Context: an optimization exercise on an open-source flow, tuned for small area, a short achievable clock period and few clock cycles per item. The choices shown serve that exercise and are no tape-out recipe. No functional check of the RTL was part of any run shown here.

==> flow/design.v (outline; a module is shown in full before it is edited, if it fits) <==
// module dmr_fec: 2414 lines
module dmr_fec (
    input  wire         clk,
    input  wire         rst,         
    input  wire         start,
    input  wire [1:0]   op,
    input  wire [195:0] din,
    output wire         ready,
    output reg          done,
    output reg  [195:0] dout,
    output reg          corr,
    output reg          fail,
    output reg  [7:0]   ncorr
);
  // ...
==> flow/run.sh <==
#!/bin/bash
# synth_recipe.tcl (not shown) runs the flow's synth.tcl, then flattens the netlist and writes it again
# the make line also repeats each setting of config.mk as NAME=value (left out here)
make -C /OpenROAD-flow-scripts/flow DESIGN_CONFIG=/design/flow/config.mk WORK_HOME=/design/flow/orfs CLKGATE_MAP_FILE= SYNTH_SCRIPT=/design/flow/synth_recipe.tcl finish
==> flow/config.mk <==
export PLATFORM = sky130hd
export DESIGN_NAME = dmr_fec
export DESIGN_NICKNAME = dmr_fec
export VERILOG_FILES = /design/flow/design.v
export SDC_FILE = /design/flow/constraint.sdc
export NUM_CORES = 8
export LEC_CHECK = 0
export ABC_AREA = 1
export CAP_MARGIN = 20
export CORE_MARGIN = 2
export CORE_UTILIZATION = 25
export PLACE_DENSITY = 0.45
export SLEW_MARGIN = 20
==> flow/constraint.sdc <==
create_clock -name core_clock -period 50.0 [get_ports {clk}]
set_input_delay 10.0000 -clock core_clock [delete_from_list [all_inputs] [get_ports {clk}]]
set_output_delay 10.0000 -clock core_clock [all_outputs]
set_load 0.01 [all_outputs]
==> out/metrics.yaml, run 1 <==
synthesis:
  yosys.area.top_type: "nand2_1"
  synth_enable_flop_cells: 198
  ys_warn_count: 1
  ys_top_cells_by_area: "nand2_1 (25%), dfxtp_1 (13%), fa_1 (9.6%), edfxtp_1 (9.1%), nand3_1 (8.6%)"
  syn-cell-area_um2: 65200
route:
  postRouteAntennaNets: 0
  remaining_drc_errors: 0
  wire_per_inst_um: 37.3
critical_path:
  worst_path_max_delay_cell: "o21ai_1"
  crit_path_end: "dout[65]$_DFF_P_"
  crit_cells: 45
  r2r_start: "rop[1]$_DFFE_PN_"
floorplanning:
  fp.dieW_um: 515
status:
  status: "no timing/DRC/antenna violations"
placement:
  portBuffers: 408
  place_inst: 14100
final_layout:
  seq_area_um2: 14100
  final_core_util_pct: 29.7
  multi_input_area_um2: 44900
  largest_class: "multi-input gates"
  area_share_clock_buf_inv_pct: 4.12
  drive_gt1_share_pct: 6.48
  instances_no_fill: 14300
min_path:
  min_from: "npass[0]$_SDFF_PN1_"
clock_tree:
  hold_buffers: 0
  post_cts_resized: 0
  htreeDepth: 3
  cts_sinks: 605
global_route:
  gr-total-overflow: 0
  gr-usage-met2_pct: 56.4
  busiest_layer: "met2"
timing:
  fin_tns_setup_ns: 0
  hold_violations: 0
  relSlewSlack_pct: 6.29
==> run 2: changes to the inputs <==
--- a/flow/config.mk
+++ b/flow/config.mk
@@ -5,7 +5,6 @@
 export SDC_FILE = /design/flow/constraint.sdc
 export NUM_CORES = 8
 export LEC_CHECK = 0
-export ABC_AREA = 1
 export CAP_MARGIN = 20
 export CORE_MARGIN = 2
 export CORE_UTILIZATION = 25
==> run 2 against run 1 <==
Still clean on timing, DRC and antenna. Flip-flop and latch count unchanged. Setup slack got worse by 0.27 ns. Core utilization is 0.68 points higher.
==> out/metrics.yaml, run 2 <==
status:
  status: "no timing/DRC/antenna violations"  # unchanged
critical_path:
  cp.required_ns: 50.65  # was 50.68 ns
  worst_path_max_delay_cell: "o21ai_0"  # was o21ai_1
  cp_num_buf_inv: 13  # was 12
  r2r_start: "rop[0]$_DFFE_PN_"  # was rop[1]$_DFFE_PN_
  regToRegEndpoint: "corr$_DFF_P_"  # was dout[65]$_DFF_P_
  critPathCaptureType: "flop"  # unchanged
  crit_top_cell: "fa_1"  # unchanged
  r2r_slack_ns: 34.87  # was 35.13 ns
  reg2reg_depth: 39  # was 45
  worstSetupStartpoint: "rop[0]$_DFFE_PN_"  # was rop[1]$_DFFE_PN_
  crit_path_end: "corr$_DFF_P_"  # was dout[65]$_DFF_P_
  worst-setup-path-type: "reg -> reg"  # unchanged
  cpLargestDelayFamily: "adder cells"  # unchanged
  crit_fanout: 52  # was 65
  worst_ep_arrival_time_ns: 15.78  # was 15.55 ns
  critPathLaunchType: "flop"  # unchanged
  slowest_delay_ns: 0.96  # was 0.82 ns
  crit_cells: 39  # was 45
route:
  drtIter0Drc: 8289  # was 10800
  dr.pass1.iters: 7  # was 9
  vias: 54500  # was 75300
  postRouteAntennaNets: 0  # unchanged
  viasPerCell: 5.32  # was 5.26
  remaining_drc_errors: 0  # unchanged
  wire_per_inst_um: 42.4  # was 37.3 µm
  wl_mm: 435  # was 533 mm
final_layout:
  nNetsFinal: 7394  # was 11400
  drive_gt1_share_pct: 11.7  # was 6.48%
  final_cell_mix: "xnor2_1 (867), xor2_1 (609), inv_1 (488)"  # was nand2_1 (4284), inv_1 (1303), nand3_1 (1119)
  top_regs: "dout (196), rin (196), w0 (195)"  # unchanged
  fin_area_um2: 75300  # was 77000 µm²
  layout_commonest_cell: "xnor2_1"  # was nand2_1
  synthToLayoutAreaGrowth_pct: 21.0  # was 18.1%
  n_fill_cell: 25800  # was 28800
synthesis:
  ys_warn_count: 1  # unchanged
  ys_top_cells_by_area: "dfxtp_1 (13%), xnor2_1 (13%), fa_1 (10%), edfxtp_1 (9.6%), xor2_1 (8.8%)"  # was nand2_1 (25%), dfxtp_1 (13%), fa_1 (9.6%), edfxtp_1 (9.1%), nand3_1 (8.6%)
  synthFlopType: "dfxtp_1"  # unchanged
  synth_enable_flop_cells: 198  # unchanged
  synthesis.nets: 6893  # was 10900
  synth_cell_types: 107  # was 63
  yosysTopAreaCellShare_pct: 13.1  # was 24.7%
  avgSynthCellArea_um2: 9.81  # was 6.27 µm²
  syn-cell-area_um2: 62200  # was 65200 µm²
  synthMostInstantiatedCell: "xnor2_1"  # was nand2_1
  synthTopCellsByCount: "xnor2_1 (911), xor2_1 (623), inv_1 (488), nand2_1 (431), mux2i_1 (424)"  # was nand2_1 (4285), inv_1 (1305), nand3_1 (1120), xor2_1 (539), nor2_1 (453)
  yosys.area.top_type: "dfxtp_1"  # was nand2_1
  yosysSeqAreaShare_pct: 22.7  # was 21.6%
  syn_inst: 6338  # was 10400
  async_reset_ff_share_pct: 0  # unchanged
  synth_seq_cells: 605  # unchanged
clock_tree:
  cts_buffers: 90  # was 88
  clk_pin_slew_worst_paths_ns: 0.06  # about the same
  cts_tree: "built"  # unchanged
  hold_buffers: 0  # unchanged
  post_cts_resized: 0  # unchanged
  cts_sinks: 605  # unchanged
  cts_root_buf: "clkbuf_16"  # unchanged
  clk_latency_ns: 0.79  # was 0.81 ns
  htreeDepth: 3  # unchanged
  cts.path.max_buffers: 3  # unchanged
  postCtsSetupRepairBufs: 0  # unchanged
floorplanning:
  fp-row-count: 183  # was 187
  die_area_um2: 253000  # was 265000 µm²
  fp.dieW_um: 503  # was 515 µm
  core_um2: 248000  # was 259000 µm²
  start_util_pct: 25.1  # about the same
  die_h_um: 503  # was 515 µm
  io_pins: 409  # unchanged
flow_run:
  drv_cap: 0  # unchanged
timing:
  setup_viol: 0  # unchanged
  drv_slew: 0  # unchanged
  max_slew.worst_pin.slew_ns: 1.32  # was 1.40 ns
  hold_violations: 0  # unchanged
  fin_tns_setup_ns: 0  # unchanged
  fmax_ghz: 0.0661  # was 0.0673 GHz
  rsz0062_at_grt: "no"  # unchanged
  setup_ws_ns: 34.87  # was 35.13 ns
  fin_skew_ns: 0.0697  # was 0.0955 ns
  relSlewSlack_pct: 12.3  # was 6.29%
  finalCriticalPeriod_ns: 15.13  # was 14.87 ns
  finalCritPeriodShare_pct: 30.3  # was 29.7%
global_route:
  grtUsageTotal_pct: 33.6  # was 39.1%
  grt_max_degree: 75  # was 199
  antenna_found_initial: 40  # was 61
  gr-total-overflow: 0  # unchanged
  grt_pass1_wl_mm: 551  # was 676 mm
  grt_pass1_vias: 52000  # was 68400
placement:
  portBuffers: 408  # unchanged
  placed_area_um2: 72000  # was 73700 µm²
  place_ws_ns: 35.27  # was 35.74 ns
  place_congestion: 1.06  # was 1.12
  hpwl_mm: 370  # was 469 mm
min_path:
  hold_class: "reg -> reg"  # unchanged
[run 2: changes by cell type after synthesis, sizes merged, moves of 129 or more]
cell   delta
nand2  -3892
nand3  -1045
inv     -915
xnor2   +544
mux2i   +426
nor2    -234
xnor3   +215
o21ai   -214
nor2b   +129
[run 2: worst min path at each step]
stage	startpoint	to	cells after the start
finish	npass[0]$_SDFF_PN1_	npass[0]$_SDFF_PN1_	1
global route	npass[0]$_SDFF_PN1_	npass[0]$_SDFF_PN1_	1
CTS	npass[0]$_SDFF_PN1_	npass[0]$_SDFF_PN1_	1
detailed placement	npass[0]$_SDFF_PN1_	npass[0]$_SDFF_PN1_	1
global placement	npass[0]$_SDFF_PN1_	npass[0]$_SDFF_PN1_	1
floorplan	npass[0]$_SDFF_PN1_	npass[0]$_SDFF_PN1_	1
[run 2: per-layer routing]
layer	GRT usage (%)	vias up	part of all wire, %
met4	16.6	18	5.7
met3	7.82	609	9.4
met2	47.6	3247	40
met1	47.3	28300	44
li1	-	22400	-
met5	0	-	0.027
[run 2: logic make-up after synthesis]
logic type	share of synthesized area [%]
AND/OR/NAND/NOR	11.1
multiplexers	9.33
AO/OA/AOI/OAI	8.62
XOR/XNOR	32.1
adder cells (fa/ha/maj)	10.9
flip-flops	22.7
buffers and inverters	5.34
[run 2: worst register-to-register path, delay by kind of cell (launching register included)]
family / cells / cell delay (ns)
buffers and inverters: 13 / 4.36
xor gates and xnor gates: 3 / 1.32
and+or+nand+nor: 7 / 2.15
adders and majority gates: 11 / 4.61
DFF: 1 / 0.32
AOI/OAI and AO/OA: 4 / 1.77
muxes: 1 / 0.49
[run 2: through the flow]
stage / util, % / std cells / hold WS (ns)
after global placement: 29.0 / 10100 / 0.398
after floorplan: - / 6338 / 0.384
after detailed placement: 29.0 / 10100 / 0.402
final: 30.3 / 10300 / 0.416
after CTS: 30.3 / 10200 / 0.416
after global routing: 30.3 / 10200 / 0.440
[run 2: cell type report]
class                   instances  area [µm²]  area share, %
multi-input cells            4926       45400           60.4
flip-flops and latches        605       14100           18.7
repair buffers                726        6490           8.62
well taps                    3330        4170           5.54
clock buffers                 112        2490           3.31
inverters                     490        1840           2.45
clock inverters                54         714          0.949
diodes                          7        17.5         0.0233
==> run 3: changes to the inputs <==
==> flow/flow/run.sh (new file) <==
#!/bin/bash
# standard layout, with its output kept in a log file
bash standard.sh > standard.log 2>&1
==> flow/standard.sh (new file) <==
#!/bin/bash
# synth_recipe.tcl (not shown) runs the flow's synth.tcl, then flattens the netlist and writes it again
# the make line also repeats each setting of config.mk as NAME=value (left out here)
make -C /OpenROAD-flow-scripts/flow DESIGN_CONFIG=/design/flow/config.mk WORK_HOME=/design/flow/orfs CLKGATE_MAP_FILE= SYNTH_SCRIPT=/design/flow/synth_recipe.tcl "${@:-finish}"
removed: flow/run.sh
==> run 3 against run 2 <==
Still clean. Hold slack unchanged. Critical path depth did not move. Setup slack did not move. Core utilization stayed put. Critical endpoint unchanged.
==> out/metrics.yaml, run 3 <==
clock_tree:
  cts_root_buf: "clkbuf_16"  # unchanged
  clk_latency_ns: 0.79  # about the same
  cts_buffers: 90  # unchanged
  cts_sinks: 605  # unchanged
  post_cts_resized: 0  # unchanged
  hold_buffers: 0  # unchanged
  clk_pin_slew_worst_paths_ns: 0.06  # about the same
  postCtsSetupRepairBufs: 0  # unchanged
  cts_tree: "built"  # unchanged
  htreeDepth: 3  # unchanged
  cts.path.max_buffers: 3  # unchanged
synthesis:
  ys_warn_count: 1  # unchanged
  async_reset_ff_share_pct: 0  # unchanged
  synth_top_family_by_area: "XOR/XNOR gates"  # unchanged
  synth_xor_area_share_pct: 32.1  # unchanged
  yosysSeqAreaShare_pct: 22.7  # unchanged
  avgSynthCellArea_um2: 9.81  # unchanged
  synth-adder-area-share_pct: 10.9  # unchanged
  synthFlopType: "dfxtp_1"  # unchanged
  synthTopCellsByCount: "xnor2_1 (911), xor2_1 (623), inv_1 (488), nand2_1 (431), mux2i_1 (424)"  # unchanged
  synth_cell_types: 107  # unchanged
  yosys.area.top_type: "dfxtp_1"  # unchanged
  synth_enable_flop_cells: 198  # unchanged
  synthMostInstantiatedCell: "xnor2_1"  # unchanged
  syn_inst: 6338  # unchanged
  synth_seq_cells: 605  # unchanged
  syn-cell-area_um2: 62200  # unchanged
  synth_compound_area_share_pct: 8.62  # unchanged
  muxShareOfSynthArea_pct: 9.33  # unchanged
  synth_simple_gate_area_share_pct: 11.1  # unchanged
  yosysTopAreaCellShare_pct: 13.1  # unchanged
  ys_top_cells_by_area: "dfxtp_1 (13%), xnor2_1 (13%), fa_1 (10%), edfxtp_1 (9.6%), xor2_1 (8.8%)"  # unchanged
  synthesis.nets: 6893  # unchanged
floorplanning:
  start_util_pct: 25.1  # unchanged
  fp.dieW_um: 503  # unchanged
  io_pins: 409  # unchanged
  die_area_um2: 253000  # unchanged
  fp-row-count: 183  # unchanged
  core_um2: 248000  # unchanged
  die_h_um: 503  # unchanged
global_route:
  grtUsageTotal_pct: 33.6  # unchanged
  grt_pass1_vias: 52000  # unchanged
  antenna_found_initial: 40  # unchanged
  grt_pass1_wl_mm: 551  # unchanged
  grt_max_degree: 75  # unchanged
  gr-total-overflow: 0  # unchanged
critical_path:
  r2r_start: "rop[0]$_DFFE_PN_"  # unchanged
  worst_path_max_delay_cell: "o21ai_0"  # unchanged
  cp_num_buf_inv: 13  # unchanged
  cpLargestDelayFamily: "adder cells"  # unchanged
  critPathCaptureType: "flop"  # unchanged
  reg2reg_depth: 39  # unchanged
  crit_top_cell: "fa_1"  # unchanged
  slowest_delay_ns: 0.96  # about the same
  worst-setup-path-type: "reg -> reg"  # unchanged
  crit_cells: 39  # unchanged
  worstSetupStartpoint: "rop[0]$_DFFE_PN_"  # unchanged
  worst_ep_arrival_time_ns: 15.78  # about the same
  critPathLaunchType: "flop"  # unchanged
  crit_fanout: 52  # unchanged
  cp.required_ns: 50.65  # about the same
min_path:
  hold_class: "reg -> reg"  # unchanged
  min_from: "npass[0]$_SDFF_PN1_"  # unchanged
  hold_depth: 1  # unchanged
timing:
  fin_tns_setup_ns: 0  # unchanged
  fmax_ghz: 0.0661  # unchanged
  drv_slew: 0  # unchanged
  finalCritPeriodShare_pct: 30.3  # unchanged
  rsz0062_at_grt: "no"  # unchanged
  setup_viol: 0  # unchanged
  fin_skew_ns: 0.0697  # unchanged
  max_slew.worst_pin.slew_ns: 1.32  # unchanged
  relSlewSlack_pct: 12.3  # unchanged
  finalCriticalPeriod_ns: 15.13  # unchanged
  hold_violations: 0  # unchanged
placement:
  hpwl_mm: 370  # unchanged
  portBuffers: 408  # unchanged
  place_congestion: 1.06  # unchanged
  placed_area_um2: 72000  # unchanged
route:
  dr.pass1.iters: 7  # unchanged
  vias: 54500  # unchanged
  drtIter0Drc: 8289  # unchanged
  wire_per_inst_um: 42.4  # unchanged
  remaining_drc_errors: 0  # unchanged
  postRouteAntennaNets: 0  # unchanged
  viasPerCell: 5.32  # unchanged
  wl_mm: 435  # unchanged
status:
  status: "no timing/DRC/antenna violations"  # unchanged
final_layout:
  fin_area_um2: 75300  # unchanged
  final_core_util_pct: 30.3  # unchanged
  layout_commonest_cell: "xnor2_1"  # unchanged
  seq_area_um2: 14100  # unchanged
  top_regs: "dout (196), rin (196), w0 (195)"  # unchanged
  synthToLayoutAreaGrowth_pct: 21.0  # unchanged
  drive_gt1_share_pct: 11.7  # unchanged
  n_fill_cell: 25800  # unchanged
  multi_input_area_um2: 45400  # unchanged
  final_cell_mix: "xnor2_1 (867), xor2_1 (609), inv_1 (488)"  # unchanged
  nNetsFinal: 7394  # unchanged
flow_run:
  drv_cap: 0  # unchanged
[run 3: final cells by class]
| type | instances | share of cell area (%) |
|---|---|---|
| multi-input cells | 4926 | 60.4 |
| clock buffers | 112 | 3.31 |
| flip-flops and latches | 605 | 18.7 |
| inverters | 490 | 2.45 |
| repair buffers | 726 | 8.62 |
| diodes | 7 | 0.0233 |
| clock inverters | 54 | 0.949 |
| well taps | 3330 | 5.54 |
[run 3: routing by layer]
| metal | track usage (%) | wire length (µm) |
|---|---|---|
| met5 | 0 | 119 |
| met3 | 7.82 | 41000 |
| met2 | 47.6 | 176000 |
| met1 | 47.3 | 193000 |
| met4 | 16.6 | 25000 |
[run 3: cells by family (layout without fill, tap and decap cells)]
family / count (synthesis) / count (layout)
muxes: 558 / 558
other: 0 / 7
xor gates and xnor gates: 1827 / 1827
adders and majority gates: 354 / 354
and+or+nand+nor: 1402 / 1402
DFF: 605 / 605
AOI/OAI and AO/OA: 785 / 785
buffers and inverters: 807 / 1382
[run 3: through the flow]
stage	setup WS (ns)	std cells	hold slack, ns
2_1_floorplan	32.39	6338	0.384
3_3_place_gp	35.38	10100	0.398
3_5_place_dp	35.27	10100	0.402
4_1_cts	35.23	10200	0.416
5_1_grt	34.40	10200	0.440
6_report	34.87	10300	0.416
[run 3: path summary, 6_finish.rpt]
kind | to | slack, ns
max | corr$_DFF_P_ | 34.87
min | npass[0]$_SDFF_PN1_ | 0.42
max reg2reg | corr$_DFF_P_ | 34.87
min reg2reg | npass[0]$_SDFF_PN1_ | 0.42
==> run 4: changes to the inputs <==
==> flow/flow/run.sh (replaced) <==
#!/bin/bash
# Standard ORFS layout at the design's clock and constraints; repair_timing
# is asked to leave a setup margin so that it shortens the critical paths.
bash standard.sh SETUP_SLACK_MARGIN=38 finish > standard.log 2>&1
==> run 4 against run 3 <==
Synthesized area unchanged. Critical path type is now reg -> out. Register-to-register slack better by 3.4 ns. Maximum frequency is 26% higher. Clock skew grew 0.0092 ns. Wire length down 1.6%. Final cell count increased by 2.1%. Highest routed layer unchanged. Largest cell class unchanged.
==> out/metrics.yaml, run 4 <==
status:
  status: "no timing/DRC/antenna violations"  # unchanged
route:
  dr.pass1.iters: 8  # was 7
  remaining_drc_errors: 0  # unchanged
  postRouteAntennaNets: 0  # unchanged
  vias: 56300  # was 54500
  drtIter0Drc: 7996  # was 8289
  viasPerCell: 5.38  # was 5.32
  wire_per_inst_um: 40.9  # was 42.4 µm
  wl_mm: 428  # was 435 mm
synthesis:
  synth_seq_cells: 605  # unchanged
  synthesis.nets: 6893  # unchanged
  yosys.area.top_type: "dfxtp_1"  # unchanged
  synth_cell_types: 107  # unchanged
  ys_warn_count: 1  # unchanged
  ys_top_cells_by_area: "dfxtp_1 (13%), xnor2_1 (13%), fa_1 (10%), edfxtp_1 (9.6%), xor2_1 (8.8%)"  # unchanged
  async_reset_ff_share_pct: 0  # unchanged
  yosysSeqAreaShare_pct: 22.7  # unchanged
  synthMostInstantiatedCell: "xnor2_1"  # unchanged
  avgSynthCellArea_um2: 9.81  # unchanged
  yosysTopAreaCellShare_pct: 13.1  # unchanged
  syn-cell-area_um2: 62200  # unchanged
  synthFlopType: "dfxtp_1"  # unchanged
  syn_inst: 6338  # unchanged
  synth_enable_flop_cells: 198  # unchanged
  synthTopCellsByCount: "xnor2_1 (911), xor2_1 (623), inv_1 (488), nand2_1 (431), mux2i_1 (424)"  # unchanged
global_route:
  grt_pass1_wl_mm: 536  # was 551 mm
  grt_max_degree: 159  # was 75
  grtUsageTotal_pct: 32.5  # was 33.6%
  grt_pass1_vias: 52500  # was 52000
  antenna_found_initial: 30  # was 40
  gr-total-overflow: 0  # unchanged
floorplanning:
  fp-row-count: 183  # unchanged
  core_um2: 248000  # unchanged
  fp.dieW_um: 503  # unchanged
  die_h_um: 503  # unchanged
  start_util_pct: 25.1  # unchanged
  io_pins: 409  # unchanged
  die_area_um2: 253000  # unchanged
critical_path:
  crit_fanout: 2  # was 52
  critPathLaunchType: "flop"  # unchanged
  critPathCaptureType: "output port"  # was flop
  worst_ep_arrival_time_ns: 2.01  # was 15.78 ns
  r2r_start: "rin[33]$_DFFE_PN_"  # was rop[0]$_DFFE_PN_
  cpLargestDelayFamily: "buffers and inverters"  # was adder cells
  worst_path_max_delay_cell: "clkdlybuf4s50_1"  # was o21ai_0
  crit_cells: 1  # was 39
  worst-setup-path-type: "reg -> out"  # was reg -> reg
  crit_chain: "clkdlybuf4s50_1"
  cp_num_buf_inv: 1  # was 13
  crit_path_end: "dout[22]"  # was corr$_DFF_P_
  r2r_slack_ns: 38.23  # was 34.87 ns
  cp.required_ns: 40.00  # was 50.65 ns
  regToRegEndpoint: "corr$_DFF_P_"  # unchanged
  slowest_delay_ns: 0.63  # was 0.96 ns
  worstSetupStartpoint: "dout[22]$_DFF_P_"  # was rop[0]$_DFFE_PN_
  reg2reg_depth: 39  # unchanged
final_layout:
  top_regs: "dout (196), rin (196), w0 (195)"  # unchanged
  n_fill_cell: 25600  # was 25800
  fin_area_um2: 81200  # was 75300 µm²
  layout_commonest_cell: "xnor2_1"  # unchanged
  multi_input_area_um2: 48800  # was 45400 µm²
  synthToLayoutAreaGrowth_pct: 30.5  # was 21.0%
  seq_area_um2: 14200  # was 14100 µm²
  final_cell_mix: "xnor2_1 (786), xor2_1 (557), inv_1 (485)"  # was xnor2_1 (867), xor2_1 (609), inv_1 (488)
  nNetsFinal: 7601  # was 7394
  drive_gt1_share_pct: 21.3  # was 11.7%
  instances_no_fill: 10500  # was 10300
timing:
  relSlewSlack_pct: 11.9  # was 12.3%
  fin_tns_setup_ns: 0  # unchanged
  fmax_ghz: 0.0833  # was 0.0661 GHz
  setup_ws_ns: 37.99  # was 34.87 ns
  setup_viol: 0  # unchanged
  finalCriticalPeriod_ns: 12.01  # was 15.13 ns
  hold_violations: 0  # unchanged
  fin_skew_ns: 0.0789  # was 0.0697 ns
  finalCritPeriodShare_pct: 24.0  # was 30.3%
  max_slew.worst_pin.slew_ns: 1.32  # about the same
  drv_slew: 0  # unchanged
  rsz0062_at_grt: "no"  # unchanged
clock_tree:
  cts.path.max_buffers: 3  # unchanged
  hold_buffers: 0  # unchanged
  cts_sinks: 605  # unchanged
  clk_latency_ns: 0.79  # about the same
  cts_buffers: 87  # was 90
  cts_root_buf: "clkbuf_16"  # unchanged
  htreeDepth: 3  # unchanged
  clk_pin_slew_worst_paths_ns: 0.06  # about the same
  cts_tree: "built"  # unchanged
placement:
  placed_area_um2: 71700  # was 72000 µm²
  portBuffers: 408  # unchanged
  place_congestion: 1.08  # was 1.06
  hpwl_mm: 348  # was 370 mm
  place_inst: 10000  # was 10100
  place_ws_ns: 36.13  # was 35.27 ns
min_path:
  hold_class: "reg -> reg"  # unchanged
flow_run:
  drv_cap: 0  # unchanged
## run 4: cell types whose count changed in the layout (fill, tap and decap cells not counted), sizes merged, moves of 5 or more
cell	previous run	this run
clkinv	26	31
buf	318	509
clkinvlp	9	3
bufinv	13	8
clkbuf	112	121
diode	7	15
## run 4: layout make-up
type / instances / area share, %
multi-input combinational: 4932 / 60.1
sequential: 605 / 17.5
timing repair buffer: 930 / 11.2
tap: 3330 / 5.13
clock buffer: 112 / 2.99
inverter: 490 / 2.30
clock inverter: 50 / 0.720
antenna: 15 / 0.0462
## run 4: worst min-delay path by stage
stage	start	cells past startpoint	slack, ns	endpoint
after global placement	npass[0]$_SDFF_PN1_	1	0.40	npass[0]$_SDFF_PN1_
after floorplan	npass[0]$_SDFF_PN1_	1	0.38	npass[0]$_SDFF_PN1_
after CTS	npass[0]$_SDFF_PN1_	1	0.41	npass[0]$_SDFF_PN1_
final	npass[0]$_SDFF_PN1_	1	0.41	npass[0]$_SDFF_PN1_
after global routing	npass[0]$_SDFF_PN1_	1	0.44	npass[0]$_SDFF_PN1_
after detailed placement	npass[0]$_SDFF_PN1_	1	0.40	npass[0]$_SDFF_PN1_
## run 4: stage by stage
step,utilization (%),hold slack [ns]
CTS,31.0,0.412
floorplan,-,0.383
detailed placement,28.9,0.400
finish,32.7,0.408
global placement,28.8,0.396
global route,32.7,0.436
## run 4: kinds of logic (layout without fill, tap and decap cells)
| family | count (synthesis) | count (layout) | synth area share, % |
|---|---|---|---|
| buffers and inverters | 807 | 1582 | 5.34 |
| XOR/XNOR | 1827 | 1832 | 32.1 |
| other | 0 | 15 | 0 |
| AND/OR/NAND/NOR | 1402 | 1403 | 11.1 |
| AO/OA/AOI/OAI | 785 | 785 | 8.62 |
| multiplexers | 558 | 558 | 9.33 |
| adder cells (fa/ha/maj) | 354 | 354 | 10.9 |
| flip-flops | 605 | 605 | 22.7 |
## run 4: layer usage
metal / vias to the layer above / GRT usage [%] / routed length, µm
li1: 22800 / - / -
met1: 28900 / 44.0 / 179000
met2: 3753 / 45.8 / 172000
met3: 831 / 9.04 / 47000
met4: 14 / 19.0 / 30300
met5: - / 0 / 109
## run 4: what timing repair did
action | in CTS | in global routing
setup endpoints to repair | 243 | 107
buffers inserted | 55 | 190
gates cloned | 6 | 12
pin swaps | 13 | 79
resized for setup | 328 | 428

-- what the ideal ports hide --
In the flow no input, the clock included, has a driving cell. The finished layouts below were timed again as built, in two steps.
Step 1 assumes that a clkbuf_16 drives the clock port and a buf_2 every other input.
Step 2 also shifts input and output timing later by t, the mid clock arrival at the registers, as if the neighbouring blocks saw the same clock.
Three values: no drivers, after step 1, after step 2; two values: the first two.
run | t (ns) | setup slack, ns | hold WS [ns] | latest minus earliest clock arrival (ns) | cell pins on the clock port's net
run 1 | 0.875 | 35.132 / 35.132 / 35.132 | 0.411 / 0.411 / 0.411 | 0.095 / 0.095 | 1
run 2 | 0.859 | 34.865 / 34.865 / 34.865 | 0.416 / 0.416 / 0.416 | 0.072 / 0.071 | 1
run 3 | 0.859 | 34.865 / 34.865 / 34.865 | 0.416 / 0.416 / 0.416 | 0.072 / 0.071 | 1
run 4 | 0.857 | 37.992 / 37.888 / 37.435 | 0.408 / 0.408 / 0.408 | 0.079 / 0.079 | 1
After both steps every run listed still meets setup and hold. The setup slack of run 4, which loses most, moves by -0.104 ns with the drivers and by -0.557 ns with both steps.
